This design comes from an exercise in tuning for a short achievable clock period and few clock cycles on the open sky130 flow, not from production work.
The RTL was checked by simulation tests, not by an equivalence proof against the original design.
Power is estimated from default activity; no workload was simulated.

## tx_drain
module tx_drain #(
    parameter [31:0] DESC_MEM_BASE = 32'h4A10_2000,
    parameter [31:0] DESC_MEM_SIZE = 32'h0000_8000,
    parameter integer WALK_LIMIT   = 1024
) (
    input  wire        clk,
    input  wire        rst,
    input  wire        start,
    input  wire [31:0] head,
    output wire        ready,
    output reg         mem_req,
    output reg         mem_we,
    output reg  [31:0] mem_addr,
    output reg  [31:0] mem_wdata,
    input  wire        mem_gnt,
    input  wire [31:0] mem_rdata,
    output reg         tx_valid,
    output reg  [7:0]  tx_data,
    input  wire        tx_ready,
    output reg         done,
    output reg  [1:0]  status,
    output reg  [31:0] cp
);
export LEC_CHECK = 0
export ABC_CLOCK_PERIOD_IN_PS = 2400
export CAP_MARGIN = 20
export CORE_MARGIN = 2
export CORE_UTILIZATION = 40
export PLACE_DENSITY = 0.6
export SETUP_SLACK_MARGIN = 4.6
export SLEW_MARGIN = 20
export TNS_END_PERCENT = 100
create_clock -name core_clock -period 7.0 [get_ports {clk}]
run.sh (not shown) runs the stock make flow with config.mk's settings and CLKGATE_MAP_FILE= SYNTH_SCRIPT=/design/flow/synth_recipe.tcl, a recipe that flattens the netlist after the stock synthesis.
Testbench counts at the start, summed over its fixed seeds: cycles 223,388.
Edit:
--- a/flow/design.v
+++ b/flow/design.v
@@ -106,24 +106,20 @@
     reg  [31:0] faddr;       
     reg         rchk;        
     reg  [VW-1:0] visits;    
     reg         lim_bad;     
     reg         rng_bad;     
     reg         w_end;       
     reg  [31:0] n_w0, n_w1, n_w2;
     reg  [16:0] n_lo;        
     reg  [15:0] n_hi1;       
     reg         n_pa_ok;     
-    reg         n_len_nz;    
-    reg         n_gt4;       
-    reg  [1:0]  n_pn;        
-    reg  [15:0] n_len4;      
     reg         n_own, n_pc;
     reg         n_full;      
     reg         vchk;        
     reg         n_term;      
     reg  [31:0] paddr;       
     reg  [15:0] prem;        
     reg         p_has;       
     reg         c_term;      
     reg         first;       
     reg         pcrc;        
@@ -133,34 +129,33 @@
     reg         wb_same;     
     reg  [31:0] f_d [0:3];
     reg  [1:0]  f_n [0:3];   
     reg  [1:0]  wp, rp;
     reg  [2:0]  fc;          
     reg  [2:0]  occ;         
     reg  [1:0]  bi;
     reg  [7:0]  td_n;        
     reg  [31:0] crc;
     reg  [2:0]  cb;          
-    wire        in_range = ({1'b0, faddr} >= WIN_LO) && (WIN_HI >= 33'd16) &&
-                           ({1'b0, faddr} <= WIN_HI - 33'd16);
+    wire        in_range = ({1'b0, faddr} >= WIN_LO) &&
+                           ({1'b0, faddr} + 33'd16 <= WIN_HI);
     wire        mfree    = busy && !req_i;
     wire        gnt_now  = req_i && mem_gnt;
     wire        pay_done = c_term && !p_has;
     wire        d3_now   = accr && (op == OP_D) && (cap_k == 2'd3);
     wire        v_fail   = vchk && (lim_bad || rng_bad || !n_own);
     wire [1:0]  v_stat   = lim_bad ? ST_WALK : rng_bad ? ST_DESC_OOR : ST_NOT_OWNED;
     wire [31:0] n_pa     = {n_lo[16] ? n_hi1 : n_w1[31:16], n_lo[15:0]};
     wire        take     = (n_full || d3_now) && n_pa_ok && !p_has && !c_term &&
                            !req_i;
     wire        pc_in    = n_full ? n_pc : mem_rdata[26];
-    wire        p_has_e  = p_has || (take && n_len_nz);
-    wire        is_pay   = mfree && p_has_e && !occ[2];
+    wire        is_pay   = mfree && p_has && !occ[2];
     wire        is_desc  = mfree && !is_pay && !fk[2] && !w_end;
     wire        wb_want  = (wbs == 3'd0 && pay_done) || (wbs == 3'd2) ||
                            (wbs == 3'd3 && acc && !wb_same) || (wbs == 3'd5);
     wire        is_wb    = mfree && wb_want;
     wire        cont     = gnt_now && (op == OP_D) && !fk[2] && !(p_has && !occ[2]);
     wire        issue    = is_pay || is_desc || is_wb;
     reg  [2:0]  op_wb;
     always @* begin
         case (wbs)
             3'd0:    op_wb = OP_R0;
@@ -252,38 +247,34 @@
                                          : (n_w2 & ~32'h2000_0000);
         if (!busy)
             mem_addr <= head;
         else if (req_i)
             case (op)
                 OP_D:         mem_addr <= mem_gnt ? faddr + 32'd4 : faddr;
                 OP_PAY:       mem_addr <= paddr;
                 OP_R0, OP_W0: mem_addr <= wb_a0;
                 default:      mem_addr <= wb_a1;
             endcase
-        else if (p_has ? !occ[2] : (n_full || d3_now))
-            mem_addr <= p_has ? paddr : n_pa;
+        else if (p_has && !occ[2])
+            mem_addr <= paddr;
         else if (!fk[2] && !w_end)
             mem_addr <= faddr;
         else if (wbs == 3'd0 || wbs == 3'd2)
             mem_addr <= wb_a0;
         else
             mem_addr <= wb_a1;
     end
     always @(posedge clk) begin
         n_term  <= (n_w0 == 32'd0);
         n_lo    <= {1'b0, n_w1[15:0]} + {1'b0, n_w2[31:16]};
         n_hi1   <= n_w1[31:16] + 16'd1;
         n_pa_ok <= !(accr && op == OP_D && cap_k == 2'd2);
-        n_len_nz <= (n_w2[15:0] != 16'd0);
-        n_gt4    <= (n_w2[15:3] != 13'd0) || (n_w2[2] && n_w2[1:0] != 2'd0);
-        n_pn     <= (n_w2[15:2] != 14'd0) ? 2'd3 : n_w2[1:0] - 2'd1;
-        n_len4   <= n_w2[15:0] - 16'd4;
         td_n    <= ~byte_nx;
         wb_same <= (wb_a0 == wb_a1);
         op     <= op_next;
         if (!busy) begin
             faddr    <= head;
             rchk     <= 1'b1;
             fk       <= 3'd1;
             dk       <= 2'd0;
             visits   <= {{(VW-1){1'b0}}, 1'b1};
             lim_bad  <= (WALK_LIMIT == 0);
@@ -345,25 +336,21 @@
                     w_end  <= 1'b1;
                     wb_a1  <= faddr;
                 end else begin
                     faddr  <= n_w0;
                     rchk   <= 1'b1;
                     fk     <= 3'd0;
                 end
             end
             if (gnt_now && op == OP_PAY)
                 paddr <= paddr + 32'd4;
-            if (is_pay && take) begin
-                p_has <= n_gt4;
-                pn    <= n_pn;
-                prem  <= n_gt4 ? n_len4 : 16'd0;
-            end else if (is_pay) begin
+            if (is_pay) begin
                 p_has <= (prem[15:3] != 13'd0) || (prem[2] && prem[1:0] != 2'd0);
                 if (prem[15:2] != 14'd0) begin
                     pn   <= 2'd3;
                     prem <= prem - 16'd4;
                 end else begin
                     pn   <= prem[1:0] - 2'd1;
                     prem <= 16'd0;
                 end
             end
             if (accr && (op == OP_R0 || op == OP_R1))
- area after synthesis goes down by about 3.4%
- clock power goes down by about 7%
- non-clock buffer count goes up by 46
- synthesized cell count goes down by about 4.3%
- via count hardly moves
- global-route usage goes up by 0.30 points
- worst setup slack got worse by 0.0069 ns
- combinational power goes up by about 28%
Testbench counts after the change, summed over its fixed seeds: cycles 223,742.

static timing again, ports no longer ideal:
The results above use ideal ports. As a check the final layouts listed here were re-extracted and re-timed, cells and wires unchanged.
Step 1 assumes that a clkbuf_16 drives the clock port and a buf_2 every other input.
Step 2, shift: input delay + t, output delay - t, t = (earliest + latest rising clock arrival at the registers) / 2. This alone moves slack from input paths to output paths.
Three values: no drivers, after step 1, after step 2; two values: the first two.
run	shift t [ns]	setup WS [ns]	hold WS [ns]	clock arrival spread, ns	worst data-port slew with drivers (ns)
the first run	0.694	4.461 / 4.397 / 3.947	0.397 / 0.397 / 0.397	0.039 / 0.039	0.08
the second run	0.667	4.454 / 4.413 / 3.849	0.383 / 0.383 / 0.383	0.056 / 0.056	0.12
After both steps every run listed still meets setup and hold. The setup slack of the second run, which loses most, moves by -0.041 ns with the drivers and by -0.605 ns with both steps.
